Context: an optimization exercise on an open-source flow, tuned for small area, a short achievable clock period and few clock cycles. The choices shown serve that exercise and are no tape-out recipe.
Only simulation tests tie the RTL to the original design; equivalence was not proved.
Power is estimated from default activity; no workload was simulated.

Design sbse, start of the top module:
module sbse (
    input  wire        clk,
    input  wire        rst,
    input  wire        go,
    input  wire [19:0] start,
    input  wire [19:0] stop,
    output wire        ready,
    output wire        done,
    output reg         err,
    output reg  [19:0] count,
    output reg  [39:0] sum
);
    localparam STOP_MAX = 20'hFFFF9;     
    localparam NPRIME   = 8'd170;        
    localparam ND       = 16;       
    localparam S_IDLE   = 0,
               S_CHECK  = 1,
               S_CHECK2 = 2,
               S_SETUP  = 3,
               S_RANGE  = 4,
               S_RANGE2 = 5,
               S_RANGE3 = 6,
               S_SEG    = 7,
               S_SIEVE  = 8,
               S_READ   = 9,
               S_FLUSH  = 10,
               S_FIN0   = 11,
               S_MUL    = 12,
               S_LAST   = 13,
               S_RANGE4 = 14,
               S_LAST2  = 15,
               S_RANGE0 = 16,
               S_RANGE5 = 17;
    reg [17:0] state;              
    reg        done_q, ready_q;
    reg [1:0]  l2;
    assign done  = done_q;
    assign ready = ready_q;
    reg [19:0] r_start, r_stop;    
    reg [1:0]  rs, re;             
  ...
Size: ~8200 cells after synthesis, roughly 1300 flip-flops.
export LEC_CHECK = 0
export CAP_MARGIN = 20
export CORE_MARGIN = 2
export CORE_UTILIZATION = 40
export PLACE_DENSITY = 0.6
export SLEW_MARGIN = 20
create_clock -name core_clock -period 12.0 [get_ports {clk}]
standard.sh (not shown) runs the stock make flow with config.mk's settings and CLKGATE_MAP_FILE= SYNTH_SCRIPT=/design/flow/synth_recipe.tcl, a recipe that flattens the netlist after the stock synthesis.
==> flow/flow/run.sh <==
#!/bin/bash
# The standard layout (standard.sh), with the input and output port
# buffers chosen as sky130_fd_sc_hd__buf_4 instead of the resizer's default.
# The full make output goes to standard.log; ORFS keeps its per-step logs
# under orfs/logs.
set -euo pipefail
export BUFFER_PORTS_ARGS="-buffer_cell sky130_fd_sc_hd__buf_4"
bash standard.sh > standard.log 2>&1
Testbench counts at the start, summed over its fixed seeds: cycles 38,439.
Change:
--- a/flow/design.v
+++ b/flow/design.v
@@ -29,16 +29,17 @@
                S_LAST   = 13,
                S_RANGE4 = 14,
                S_LAST2  = 15,
                S_RANGE0 = 16,
                S_RANGE5 = 17;
     reg [17:0] state;              
     reg        done_q, ready_q;
     reg [1:0]  l2;
+    reg        acc;                
     assign done  = done_q;
     assign ready = ready_q;
     reg [19:0] r_start, r_stop;    
     reg [1:0]  rs, re;             
     reg [9:0]  root;               
     reg [12:0] srem;
     reg [4:0]  step;
     reg [1:0]  n23;                
@@ -710,16 +711,17 @@
         r2par <= j0[0] ? q_ev : q_od;
         rc    <= r2c;
         rc3   <= {2'b00, r2c} + {1'b0, r2c, 1'b0};
         re_w  <= e_w;
     end
     always @(posedge clk) begin
         if (rst) begin
             state   <= 18'd1 << S_IDLE;
+            acc     <= 1'b0;
             done_q  <= 1'b0;
             ready_q <= 1'b1;
             issuing <= 1'b0;
             dv      <= {(ND+1){1'b0}};
             f1v     <= 1'b0;
             f2v     <= 1'b0;
             rd_on   <= 1'b0;
             in_mul  <= 1'b0;
@@ -746,18 +748,21 @@
                 rd_on <= 1'b0;
             rv1 <= rd_on;
             rv2 <= rv1;
             rv3 <= rv2;
             rv4 <= rv3;
             rv5 <= rv4;
             case (1'b1)
             state[S_IDLE]: begin
-                if (go) begin
-                    state   <= 18'd1 << S_CHECK;
+                if (acc) begin
+                    acc   <= 1'b0;
+                    state <= 18'd1 << S_CHECK;
+                end else if (go) begin
+                    acc     <= 1'b1;
                     done_q  <= 1'b0;
                     ready_q <= 1'b0;
                 end
             end
             state[S_CHECK]:  state <= 18'd1 << S_CHECK2;
             state[S_CHECK2]: begin
                 if (bad) begin
                     state   <= 18'd1 << S_IDLE;
@@ -836,17 +841,17 @@
         else
             rx <= 40'd0;
         sum <= {sum_p3[10:1], sum_p2[10:1], sum_p1[10:1], sum_p0[9:0]};
         sc1 <= sum_p0[10];
         sc2 <= sum_p1[11];
         sc3 <= sum_p2[11];
         case (1'b1)
         state[S_IDLE]: begin
-            if (go) begin
+            if (go && ready_q) begin
                 r_start <= start;
                 r_stop  <= stop;
             end
         end
         state[S_CHECK]: begin
             rs   <= 2'd0;
             re   <= 2'd0;
             root <= 10'd0;
Die area hardly moves.
Core utilization went down by 0.12 points.
Total power went down by 7.9%.
Wire length went down by 2.9%.
Sequential share of layout area went up by 0.12 points.
Testbench counts after the change, summed over its fixed seeds: cycles 38,503.

## re-timing with driven ports
The results above use ideal ports. As a check the final layouts listed here were re-extracted and re-timed, cells and wires unchanged.
Step 1 sets driving cells, clkbuf_16 on the clock port and buf_2 on the other inputs (assumed; they add their load-dependent delay and slew).
Step 2 moves the port delays by t, midway between the first and last clock arrival at a register: inputs arrive t later, outputs are due t later. That takes back most of the time a late clock gives input paths.
Slacks: ideal ports / drivers / drivers and shift; pairs: ideal ports / drivers.
run | t (ns) | setup WS [ns] | worst setup path at the end | worst data-port slew with drivers (ns)
the first run | 0.882 | 8.085 / 7.995 / 7.253 | input to register | 0.14
the second run | 0.875 | 8.030 / 8.016 / 7.903 | input to register | 0.13
After both steps every run listed still meets setup and hold. The setup slack of the first run, which loses most, moves by -0.090 ns with the drivers and by -0.832 ns with both steps.
